This design comes from an exercise in tuning for small area, a short achievable clock period and few clock cycles per item on the open sky130 flow, not from production work.
Only simulation tests tie the RTL to the original design; equivalence was not proved.

==> inputs of build 97 <==
==> flow/design.v <==
module ymodem_rx_unit (
    input  wire        clk,
    input  wire        rst,           
    input  wire        cmd_valid,
    output wire        cmd_ready,
    input  wire [15:0] cmd,
    output reg         res_valid,
    output reg  [1:0]  res_st,        
    output reg  [31:0] res_val,
    output reg  [1:0]  res_tx_n,      
    output reg  [7:0]  res_tx0,
    output reg  [7:0]  res_tx1,
    output reg  [1:0]  res_ev_n,      
    output reg  [2:0]  res_ev0,
    output reg  [2:0]  res_ev1,
    output reg  [3:0]  res_ev_code,   
    output reg         res_pay        
);
    localparam IDLE = 0, LEAD = 1, SEQ = 2, CMP = 3, DATA = 4, CRCH = 5,
               CRCL = 6, PURGE = 7, DONE = 8, FAILED = 9;
    function [15:0] crc_step;
        input [15:0] c;
        input [7:0]  d;
        integer i;
        begin
            crc_step = c ^ {d, 8'h00};
            for (i = 0; i < 8; i = i + 1)
                crc_step = crc_step[15] ? ((crc_step << 1) ^ 16'h1021) : (crc_step << 1);
        end
    endfunction
    reg        fault;
    reg [15:0] crc_acc;
    reg [9:0]  ph;            
    reg [7:0]  rx_exp;
    reg        rx_hdr;
    reg        rx_big;
    reg [1:0]  rx_eotc;
    reg [1:0]  rx_canc;
    reg [2:0]  rx_retry;
    reg [3:0]  rx_err;
    reg [15:0] rx_crc;        
    reg [9:0]  rx_cnt;
    reg        rx_nz;         
    reg [1:0]  rx_pend;       
    wire [7:0] c_op  = cmd[15:8];
    wire [7:0] c_imm = cmd[7:0];
    wire       c_v   = cmd_valid & ~rst;
    wire       c_z   = (c_imm == 8'd0);
    wire c_hi0 = (c_op[7:4] == 4'h0);
    wire c_hi1 = (c_op[7:4] == 4'h1);
    wire c_hi3 = (c_op[7:4] == 4'h3);
    wire c_lo0 = (c_op[3:0] == 4'h0);
    wire c_lo1 = (c_op[3:0] == 4'h1);
    wire c_lo2 = (c_op[3:0] == 4'h2);
    wire c_lo3 = (c_op[3:0] == 4'h3);
    wire c_lo4 = (c_op[3:0] == 4'h4);
    wire c_sys   = c_hi0 & (c_lo1 | c_lo2) & c_z;
    wire c_legal = (c_hi0 & c_lo0 & c_z) | (c_hi1 & (c_lo0 | c_lo2) & c_z) | (c_hi1 & c_lo1)
                 | (c_hi3 & (c_lo0 | c_lo2 | c_lo3 | c_lo4) & c_z) | (c_hi3 & c_lo1);
    wire c_sx  = (c_imm == 8'h01) | (c_imm == 8'h02);
    wire c_eot = (c_imm == 8'h04);
    wire c_can = (c_imm == 8'h18);
    reg       cv;             
    reg [7:0] imm;            
    reg       op_reset, op_gf, op_bad, st_flt;
    reg       e_cinit, e_cbyte, e_cread, e_start, rxb, tmo, e_abort, e_status;
    reg       rxk;            
    reg       z, d_sx, d_eot, d_can, d_oth;
    reg       lo_ok;          
    wire fault_nx = ~op_reset & (fault | op_bad);
    wire c_run    = c_v & ~fault_nx;
    always @(posedge clk) begin
        cv       <= c_v;
        imm      <= c_imm;
        op_reset <= c_v & c_hi0 & c_lo1 & c_z;
        op_gf    <= c_v & c_hi0 & c_lo2 & c_z;
        op_bad   <= c_v & ~c_sys & ~c_legal;
        st_flt   <= ~c_sys & (~c_legal | fault_nx);
        e_cinit  <= c_run & c_hi1 & c_lo0 & c_z;
        e_cbyte  <= c_run & c_hi1 & c_lo1;
        e_cread  <= c_run & c_hi1 & c_lo2 & c_z;
        e_start  <= c_run & c_hi3 & c_lo0 & c_z;
        rxb      <= c_run & c_hi3 & c_lo1;
        tmo      <= c_run & c_hi3 & c_lo2 & c_z;
        e_abort  <= c_run & c_hi3 & c_lo3 & c_z;
        e_status <= c_run & c_hi3 & c_lo4 & c_z;
        rxk      <= c_run & c_hi3 & (c_lo1 | ((c_lo0 | c_lo2 | c_lo3) & c_z));
        z        <= c_z;
        d_sx     <= c_sx;
        d_eot    <= c_eot;
        d_can    <= c_can;
        d_oth    <= ~(c_sx | c_eot | c_can);
        lo_ok    <= (c_imm == rx_crc[7:0]);
    end
    wire ph_act    = ph[LEAD] | ph[SEQ] | ph[CMP] | ph[DATA] | ph[CRCH] | ph[CRCL];
    wire ph_off    = ph[IDLE] | ph[DONE] | ph[FAILED];
    wire last      = rx_big ? (&rx_cnt) : (&rx_cnt[6:0]);
    wire pend_ok   = (rx_pend == 2'd0);
    wire chk_ok    = pend_ok & lo_ok;
    wire crcl      = rxb & ph[CRCL];
    wire acc       = crcl & chk_ok;
    wire null_hdr  = ~rx_hdr & ~rx_nz;
    wire acc_null  = acc & null_hdr;
    wire acc_blk   = acc & ~null_hdr;
    wire lead      = rxb & ph[LEAD];
    wire lead_sx   = lead & d_sx;
    wire eot_lead  = lead & d_eot;
    wire can_lead  = lead & d_can;
    wire eot_done  = eot_lead & rx_eotc[0];
    wire can_fail  = can_lead & rx_canc[0];
    wire nak_lead  = lead & d_oth;
    wire nak_crcl  = crcl & ~chk_ok;
    wire nak_tmo   = tmo & ph_act;
    wire nak       = nak_lead | nak_crcl | nak_tmo;
    wire at_limit  = rx_retry[2] & ~rx_retry[0];         
    wire nak_fail  = nak & at_limit;
    wire nak_purge = nak & ~at_limit;
    wire [3:0] nak_reason = tmo ? 4'd4 : nak_lead ? 4'd5 :
                            ~pend_ok ? {2'b00, rx_pend} : 4'd3;
    wire abort     = e_abort & (ph_act | ph[PURGE]);
    wire purge_end = tmo & ph[PURGE];
    wire ctl       = e_start | tmo | e_abort;             
    wire [9:0] ph_n;
    assign ph_n[IDLE]   = ph[IDLE] & ~e_start;
    assign ph_n[LEAD]   = e_start | purge_end | acc_blk
                        | (ph[LEAD] & ~tmo & ~e_abort
                           & ~(rxb & (d_sx | d_oth | (d_eot & rx_eotc[0]) | (d_can & rx_canc[0]))));
    assign ph_n[SEQ]    = lead_sx | (ph[SEQ] & ~rxk);
    assign ph_n[CMP]    = (rxb & ph[SEQ]) | (ph[CMP] & ~rxk);
    assign ph_n[DATA]   = (rxb & ph[CMP]) | (ph[DATA] & ~ctl & ~(rxb & last));
    assign ph_n[CRCH]   = (rxb & ph[DATA] & last) | (ph[CRCH] & ~rxk);
    assign ph_n[CRCL]   = (rxb & ph[CRCH]) | (ph[CRCL] & ~rxk);
    assign ph_n[PURGE]  = nak_purge | (ph[PURGE] & ~ctl);
    assign ph_n[DONE]   = eot_done | acc_null | (ph[DONE] & ~e_start);
    assign ph_n[FAILED] = can_fail | nak_fail | abort | (ph[FAILED] & ~e_start);
    wire clr = rst | op_reset;
    wire [3:0] ph_code = {ph[DONE] | ph[FAILED],
                          ph[DATA] | ph[CRCH] | ph[CRCL] | ph[PURGE],
                          ph[SEQ] | ph[CMP] | ph[CRCL] | ph[PURGE],
                          ph[LEAD] | ph[CMP] | ph[CRCH] | ph[PURGE] | ph[FAILED]};
    always @(posedge clk) begin
        res_valid <= cv & ~rst;
        res_st <= st_flt ? 2'd2 : (rxb & ph_off) ? 2'd1 : 2'd0;
        res_val <= 32'd0;
        if (op_gf)
            res_val[0] <= fault;
        else if (e_cread)
            res_val[15:0] <= crc_acc;
        else if (e_status)
            res_val[25:0] <= {rx_big, rx_hdr, rx_exp, rx_canc, rx_eotc,
                              1'b0, rx_retry, rx_err, ph_code};
        res_tx_n <= {acc_blk & ~rx_hdr,
                     e_start | eot_lead | can_lead | (acc_blk & rx_hdr) | purge_end};
        begin : tx0
            reg is_c, is_n;
            is_c = e_start;
            is_n = tmo | (~ph[CRCL] & imm[2] & ~rx_eotc[0]);
            res_tx0 <= {1'b0, is_c, 1'b0, is_n, 1'b0, ~is_c, ~is_n, is_c | is_n};
        end
        res_tx1 <= 8'h43;
        res_ev_n <= {acc_null, acc_blk | eot_done | can_fail | nak_fail | abort};
        res_ev0  <= acc ? (rx_hdr ? 3'd3 : rx_nz ? 3'd1 : 3'd2) :
                    eot_done ? 3'd4 : 3'd5;
        res_ev1  <= 3'd4;
        res_ev_code <= {e_abort, ~e_abort, ~e_abort, d_can};
        res_pay <= rxb & ph[DATA];
        if (clr) begin
            fault    <= 1'b0;
            crc_acc  <= 16'd0;
            ph       <= 10'd1;
            rx_exp   <= 8'd0;
            rx_hdr   <= 1'b0;
            rx_big   <= 1'b0;
            rx_eotc  <= 2'd0;
            rx_canc  <= 2'd0;
            rx_retry <= 3'd0;
            rx_err   <= 4'd0;
        end else begin
            if (op_bad)
                fault <= 1'b1;
            if (e_cinit)
                crc_acc <= 16'd0;
            if (e_cbyte)
                crc_acc <= crc_step(crc_acc, imm);
            ph <= ph_n;
            if (e_start) begin
                rx_exp   <= 8'd0;
                rx_hdr   <= 1'b0;
                rx_big   <= 1'b0;
            end
            if (lead_sx)
                rx_big <= imm[1];
            if (acc_blk) begin
                rx_hdr <= 1'b1;
                rx_exp <= rx_exp + 8'd1;
            end
            if (e_start | nak_tmo | (lead & ~d_eot))
                rx_eotc <= 2'd0;
            else if (eot_lead)
                rx_eotc <= rx_eotc + 2'd1;
            if (e_start | nak_tmo | (lead & ~d_can))
                rx_canc <= 2'd0;
            else if (can_lead)
                rx_canc <= rx_canc + 2'd1;
            if (e_start | acc)
                rx_retry <= 3'd0;
            else if (nak)
                rx_retry <= rx_retry + 3'd1;
            if (e_start | acc)
                rx_err <= 4'd0;
            else if (nak_fail)
                rx_err <= 4'd6;
            else if (nak_purge)
                rx_err <= nak_reason;
            else if (can_fail)
                rx_err <= 4'd7;
            else if (abort)
                rx_err <= 4'd8;
        end
        if (rxb) begin
            if (ph[SEQ])
                rx_crc[7:0] <= imm;
            if (ph[CMP]) begin
                rx_crc  <= 16'd0;
                rx_cnt  <= 10'd0;
                rx_nz   <= 1'b0;
                rx_pend <= (imm != ~rx_crc[7:0]) ? 2'd1 :
                           (rx_crc[7:0] != rx_exp) ? 2'd2 : 2'd0;
            end
            if (ph[DATA]) begin
                rx_crc <= crc_step(rx_crc, imm);
                rx_cnt <= rx_cnt + 10'd1;
                if (~z) rx_nz <= 1'b1;
            end
            if (ph[CRCH] & pend_ok & (imm != rx_crc[15:8]))
                rx_pend <= 2'd3;
        end
    end
    assign cmd_ready = 1'b1;
endmodule
==> flow/flow/run.sh <==
#!/bin/bash
# The standard layout (standard.sh, its synthesis unchanged in its registers),
# with the extra ORFS settings of flow/extra.mk appended to config.mk.
set -o pipefail
cat flow/extra.mk >> config.mk
bash standard.sh > standard.log 2>&1
==> flow/flow/extra.mk <==
export BUFFER_PORTS_ARGS = -buffer_cell sky130_fd_sc_hd__buf_2
export DONT_USE_CELLS += sky130_fd_sc_hd__or4_1 sky130_fd_sc_hd__or4_2 sky130_fd_sc_hd__or4_4 sky130_fd_sc_hd__or4b_1 sky130_fd_sc_hd__or4b_2 sky130_fd_sc_hd__or4b_4 sky130_fd_sc_hd__or4bb_1 sky130_fd_sc_hd__or4bb_2 sky130_fd_sc_hd__or4bb_4 sky130_fd_sc_hd__nor4_1 sky130_fd_sc_hd__nor4_2 sky130_fd_sc_hd__nor4_4 sky130_fd_sc_hd__nor4b_1 sky130_fd_sc_hd__nor4b_2 sky130_fd_sc_hd__nor4b_4 sky130_fd_sc_hd__nor4bb_1 sky130_fd_sc_hd__nor4bb_2 sky130_fd_sc_hd__nor4bb_4 sky130_fd_sc_hd__or3_1 sky130_fd_sc_hd__or3_2 sky130_fd_sc_hd__or3_4 sky130_fd_sc_hd__or3b_1 sky130_fd_sc_hd__or3b_2 sky130_fd_sc_hd__or3b_4 sky130_fd_sc_hd__a2111oi_0 sky130_fd_sc_hd__a2111oi_1 sky130_fd_sc_hd__a2111oi_2 sky130_fd_sc_hd__a2111oi_4 sky130_fd_sc_hd__a2111o_1 sky130_fd_sc_hd__a2111o_2 sky130_fd_sc_hd__a2111o_4 sky130_fd_sc_hd__clkdlybuf4s50_1 sky130_fd_sc_hd__clkdlybuf4s50_2
export ABC_CLOCK_PERIOD_IN_PS = 2000
export SETUP_SLACK_MARGIN = 2.0
export CTS_ARGS = -sink_clustering_enable -repair_clock_nets -buf_list {sky130_fd_sc_hd__clkbuf_4 sky130_fd_sc_hd__clkbuf_8} -dont_use_dummy_load
==> flow/standard.sh <==
#!/bin/bash
# synth_recipe.tcl (not shown) runs the flow's synth.tcl, then flattens the netlist and writes it again
# the make line also repeats each setting of config.mk as NAME=value (left out here)
make -C /OpenROAD-flow-scripts/flow DESIGN_CONFIG=/design/flow/config.mk WORK_HOME=/design/flow/orfs CLKGATE_MAP_FILE= SYNTH_SCRIPT=/design/flow/synth_recipe.tcl "${@:-finish}"
==> flow/config.mk <==
export PLATFORM = sky130hd
export DESIGN_NAME = ymodem_rx_unit
export DESIGN_NICKNAME = ymodem_rx_unit
export VERILOG_FILES = /design/flow/design.v
export SDC_FILE = /design/flow/constraint.sdc
export NUM_CORES = 4
export LEC_CHECK = 0
export CAP_MARGIN = 20
export CORE_MARGIN = 2
export CORE_UTILIZATION = 40
export SLEW_MARGIN = 20
export BUFFER_PORTS_ARGS = -buffer_cell sky130_fd_sc_hd__buf_2
export DONT_USE_CELLS += sky130_fd_sc_hd__or4_1 sky130_fd_sc_hd__or4_2 sky130_fd_sc_hd__or4_4 sky130_fd_sc_hd__or4b_1 sky130_fd_sc_hd__or4b_2 sky130_fd_sc_hd__or4b_4 sky130_fd_sc_hd__or4bb_1 sky130_fd_sc_hd__or4bb_2 sky130_fd_sc_hd__or4bb_4 sky130_fd_sc_hd__nor4_1 sky130_fd_sc_hd__nor4_2 sky130_fd_sc_hd__nor4_4 sky130_fd_sc_hd__nor4b_1 sky130_fd_sc_hd__nor4b_2 sky130_fd_sc_hd__nor4b_4 sky130_fd_sc_hd__nor4bb_1 sky130_fd_sc_hd__nor4bb_2 sky130_fd_sc_hd__nor4bb_4 sky130_fd_sc_hd__or3_1 sky130_fd_sc_hd__or3_2 sky130_fd_sc_hd__or3_4 sky130_fd_sc_hd__or3b_1 sky130_fd_sc_hd__or3b_2 sky130_fd_sc_hd__or3b_4 sky130_fd_sc_hd__a2111oi_0 sky130_fd_sc_hd__a2111oi_1 sky130_fd_sc_hd__a2111oi_2 sky130_fd_sc_hd__a2111oi_4 sky130_fd_sc_hd__a2111o_1 sky130_fd_sc_hd__a2111o_2 sky130_fd_sc_hd__a2111o_4 sky130_fd_sc_hd__clkdlybuf4s50_1 sky130_fd_sc_hd__clkdlybuf4s50_2
export ABC_CLOCK_PERIOD_IN_PS = 2000
export SETUP_SLACK_MARGIN = 2.0
export CTS_ARGS = -sink_clustering_enable -repair_clock_nets -buf_list {sky130_fd_sc_hd__clkbuf_4 sky130_fd_sc_hd__clkbuf_8} -dont_use_dummy_load
==> flow/constraint.sdc <==
create_clock -name core_clock -period 4.0 [get_ports {clk}]
set_input_delay 0.8000 -clock core_clock [delete_from_list [all_inputs] [get_ports {clk}]]
set_output_delay 0.8000 -clock core_clock [all_outputs]
set_load 0.01 [all_outputs]
==> trial 73 (differences from build 97) <==
--- a/flow/design.v
+++ b/flow/design.v
@@ -9,10 +9,10 @@
     output reg  [31:0] res_val,
     output reg  [1:0]  res_tx_n,      
-    output reg  [7:0]  res_tx0,
+    output wire [7:0]  res_tx0,
     output reg  [7:0]  res_tx1,
     output reg  [1:0]  res_ev_n,      
     output reg  [2:0]  res_ev0,
     output reg  [2:0]  res_ev1,
-    output reg  [3:0]  res_ev_code,   
+    output wire [3:0]  res_ev_code,   
     output reg         res_pay        
 );
@@ -65,6 +65,5 @@
     reg       op_reset, op_gf, op_bad, st_flt;
     reg       e_cinit, e_cbyte, e_cread, e_start, rxb, tmo, e_abort, e_status;
-    reg       rxk;            
-    reg       z, d_sx, d_eot, d_can, d_oth;
+    reg       d_sx, d_eot, d_can, d_oth;
     reg       lo_ok;          
     wire fault_nx = ~op_reset & (fault | op_bad);
@@ -85,6 +84,4 @@
         e_abort  <= c_run & c_hi3 & c_lo3 & c_z;
         e_status <= c_run & c_hi3 & c_lo4 & c_z;
-        rxk      <= c_run & c_hi3 & (c_lo1 | ((c_lo0 | c_lo2 | c_lo3) & c_z));
-        z        <= c_z;
         d_sx     <= c_sx;
         d_eot    <= c_eot;
@@ -121,4 +118,5 @@
     wire purge_end = tmo & ph[PURGE];
     wire ctl       = e_start | tmo | e_abort;             
+    wire rxk       = rxb | ctl;
     wire [9:0] ph_n;
     assign ph_n[IDLE]   = ph[IDLE] & ~e_start;
@@ -139,4 +137,7 @@
                           ph[SEQ] | ph[CMP] | ph[CRCL] | ph[PURGE],
                           ph[LEAD] | ph[CMP] | ph[CRCH] | ph[PURGE] | ph[FAILED]};
+    reg tx_c, tx_nak, ev_abort, ev_can;
+    assign res_tx0     = {1'b0, tx_c, 1'b0, tx_nak, 1'b0, ~tx_c, ~tx_nak, tx_c | tx_nak};
+    assign res_ev_code = {ev_abort, ~ev_abort, ~ev_abort, ev_can};
     always @(posedge clk) begin
         res_valid <= cv & ~rst;
@@ -152,10 +153,6 @@
         res_tx_n <= {acc_blk & ~rx_hdr,
                      e_start | eot_lead | can_lead | (acc_blk & rx_hdr) | purge_end};
-        begin : tx0
-            reg is_c, is_n;
-            is_c = e_start;
-            is_n = tmo | (~ph[CRCL] & imm[2] & ~rx_eotc[0]);
-            res_tx0 <= {1'b0, is_c, 1'b0, is_n, 1'b0, ~is_c, ~is_n, is_c | is_n};
-        end
+        tx_c <= e_start;
+        tx_nak <= tmo | (~ph[CRCL] & imm[2] & ~rx_eotc[0]);
         res_tx1 <= 8'h43;
         res_ev_n <= {acc_null, acc_blk | eot_done | can_fail | nak_fail | abort};
@@ -163,5 +160,6 @@
                     eot_done ? 3'd4 : 3'd5;
         res_ev1  <= 3'd4;
-        res_ev_code <= {e_abort, ~e_abort, ~e_abort, d_can};
+        ev_abort <= e_abort;
+        ev_can   <= d_can;
         res_pay <= rxb & ph[DATA];
         if (clr) begin
@@ -231,5 +229,5 @@
                 rx_crc <= crc_step(rx_crc, imm);
                 rx_cnt <= rx_cnt + 10'd1;
-                if (~z) rx_nz <= 1'b1;
+                if (imm != 8'd0) rx_nz <= 1'b1;
             end
             if (ph[CRCH] & pend_ok & (imm != rx_crc[15:8]))
==> flow/flow/run.sh (replaced) <==
#!/bin/bash
# The standard layout (standard.sh), with two changes:
#  - the extra ORFS settings of flow/extra.mk are appended to config.mk;
#  - synthesis is the standard flow's synthesis script with ABC's mapping script replaced
#    by flow/abc_area.script (an area-oriented mapping); only the combinational
#    mapping changes, the registers are those of the standard synthesis.
set -o pipefail
cat flow/extra.mk >> config.mk
{
  head -n 1 synth_recipe.tcl
  cat <<EOT
proc abc {args} {
  set i [lsearch -exact \$args -script]
  if {\$i >= 0} { lset args [expr {\$i + 1}] $PWD/flow/abc_area.script }
  yosys abc {*}\$args
}
EOT
  tail -n +2 synth_recipe.tcl
} > flow_synth.tcl
sed "s|SYNTH_SCRIPT=[^ ]*|SYNTH_SCRIPT=$PWD/flow_synth.tcl|" standard.sh > flow_standard.sh
bash flow_standard.sh > standard.log 2>&1
==> flow/flow/abc_area.script (new file) <==
strash
&get -n
&st
&dch
&nf -a
&put
buffer -c
topo
stime -c
upsize -c
dnsize -c
==> flow/flow/extra.mk (replaced) <==
export BUFFER_PORTS_ARGS = -buffer_cell sky130_fd_sc_hd__buf_2
export DONT_USE_CELLS += sky130_fd_sc_hd__or4_1 sky130_fd_sc_hd__or4_2 sky130_fd_sc_hd__or4_4 sky130_fd_sc_hd__or4b_1 sky130_fd_sc_hd__or4b_2 sky130_fd_sc_hd__or4b_4 sky130_fd_sc_hd__or4bb_1 sky130_fd_sc_hd__or4bb_2 sky130_fd_sc_hd__or4bb_4 sky130_fd_sc_hd__nor4_1 sky130_fd_sc_hd__nor4_2 sky130_fd_sc_hd__nor4_4 sky130_fd_sc_hd__nor4b_1 sky130_fd_sc_hd__nor4b_2 sky130_fd_sc_hd__nor4b_4 sky130_fd_sc_hd__nor4bb_1 sky130_fd_sc_hd__nor4bb_2 sky130_fd_sc_hd__nor4bb_4 sky130_fd_sc_hd__or3_1 sky130_fd_sc_hd__or3_2 sky130_fd_sc_hd__or3_4 sky130_fd_sc_hd__or3b_1 sky130_fd_sc_hd__or3b_2 sky130_fd_sc_hd__or3b_4 sky130_fd_sc_hd__a2111oi_0 sky130_fd_sc_hd__a2111oi_1 sky130_fd_sc_hd__a2111oi_2 sky130_fd_sc_hd__a2111oi_4 sky130_fd_sc_hd__a2111o_1 sky130_fd_sc_hd__a2111o_2 sky130_fd_sc_hd__a2111o_4 sky130_fd_sc_hd__clkdlybuf4s50_1 sky130_fd_sc_hd__clkdlybuf4s50_2
export ABC_CLOCK_PERIOD_IN_PS = 2000
export SETUP_SLACK_MARGIN = 2.25
export CTS_ARGS = -sink_clustering_enable -repair_clock_nets -root_buf sky130_fd_sc_hd__clkbuf_16 -buf_list {sky130_fd_sc_hd__clkbuf_8} -dont_use_dummy_load
export ABC_AREA = 1
--- a/flow/config.mk
+++ b/flow/config.mk
@@ -13,4 +13,5 @@
 export DONT_USE_CELLS += sky130_fd_sc_hd__or4_1 sky130_fd_sc_hd__or4_2 sky130_fd_sc_hd__or4_4 sky130_fd_sc_hd__or4b_1 sky130_fd_sc_hd__or4b_2 sky130_fd_sc_hd__or4b_4 sky130_fd_sc_hd__or4bb_1 sky130_fd_sc_hd__or4bb_2 sky130_fd_sc_hd__or4bb_4 sky130_fd_sc_hd__nor4_1 sky130_fd_sc_hd__nor4_2 sky130_fd_sc_hd__nor4_4 sky130_fd_sc_hd__nor4b_1 sky130_fd_sc_hd__nor4b_2 sky130_fd_sc_hd__nor4b_4 sky130_fd_sc_hd__nor4bb_1 sky130_fd_sc_hd__nor4bb_2 sky130_fd_sc_hd__nor4bb_4 sky130_fd_sc_hd__or3_1 sky130_fd_sc_hd__or3_2 sky130_fd_sc_hd__or3_4 sky130_fd_sc_hd__or3b_1 sky130_fd_sc_hd__or3b_2 sky130_fd_sc_hd__or3b_4 sky130_fd_sc_hd__a2111oi_0 sky130_fd_sc_hd__a2111oi_1 sky130_fd_sc_hd__a2111oi_2 sky130_fd_sc_hd__a2111oi_4 sky130_fd_sc_hd__a2111o_1 sky130_fd_sc_hd__a2111o_2 sky130_fd_sc_hd__a2111o_4 sky130_fd_sc_hd__clkdlybuf4s50_1 sky130_fd_sc_hd__clkdlybuf4s50_2
 export ABC_CLOCK_PERIOD_IN_PS = 2000
-export SETUP_SLACK_MARGIN = 2.0
-export CTS_ARGS = -sink_clustering_enable -repair_clock_nets -buf_list {sky130_fd_sc_hd__clkbuf_4 sky130_fd_sc_hd__clkbuf_8} -dont_use_dummy_load
+export SETUP_SLACK_MARGIN = 2.25
+export CTS_ARGS = -sink_clustering_enable -repair_clock_nets -root_buf sky130_fd_sc_hd__clkbuf_16 -buf_list {sky130_fd_sc_hd__clkbuf_8} -dont_use_dummy_load
+export ABC_AREA = 1
==> out/metrics.csv <==
metric,value,unit
status,no timing/DRC/antenna violations,
multi_input_area,2825,µm²
seq_share,0.4605,
power_density,355.1,nW/µm²
# the run above: trial 73

==> out/metrics.csv <==
metric,value,unit
finalNonFillerCells,945,
power_density,348.0,nW/µm²
synth-simple-area-share,0.1882,
seq_share,0.4528,
status,no timing/DRC/antenna violations,
# the run above: build 97

Testbench counts of build 97, summed over its fixed seeds: cycles 41,589, commands 41,581.
Testbench counts of trial 73, summed over its fixed seeds: cycles 41,589, commands 41,581.

-- separate check: timing with driven ports --
The results above use ideal ports. As a check the final layouts listed here were re-extracted and re-timed, cells and wires unchanged.
Step 1: set_driving_cell puts a clkbuf_16 on clk and a buf_2 on each other input, an assumption about the parent block.
Step 2 moves the port delays by t, midway between the first and last clock arrival at a register: inputs arrive t later, outputs are due t later. That takes back most of the time a late clock gives input paths.
a / b / c = ideal / step 1 / step 2; a / b = the first two.
run	t, ns	setup slack, ns	slew at the worst register clock pin (ns)	worst data-port slew with drivers (ns)
build 97	0.474	2.106 / 2.106 / 1.724	0.09 / 0.09	0.04
trial 73	0.394	2.295 / 2.256 / 1.933	0.08 / 0.08	0.03
After both steps every run listed still meets setup and hold. For build 97, which loses most, drivers alone change the setup slack by 0.000 ns; drivers and shift together by -0.382 ns.
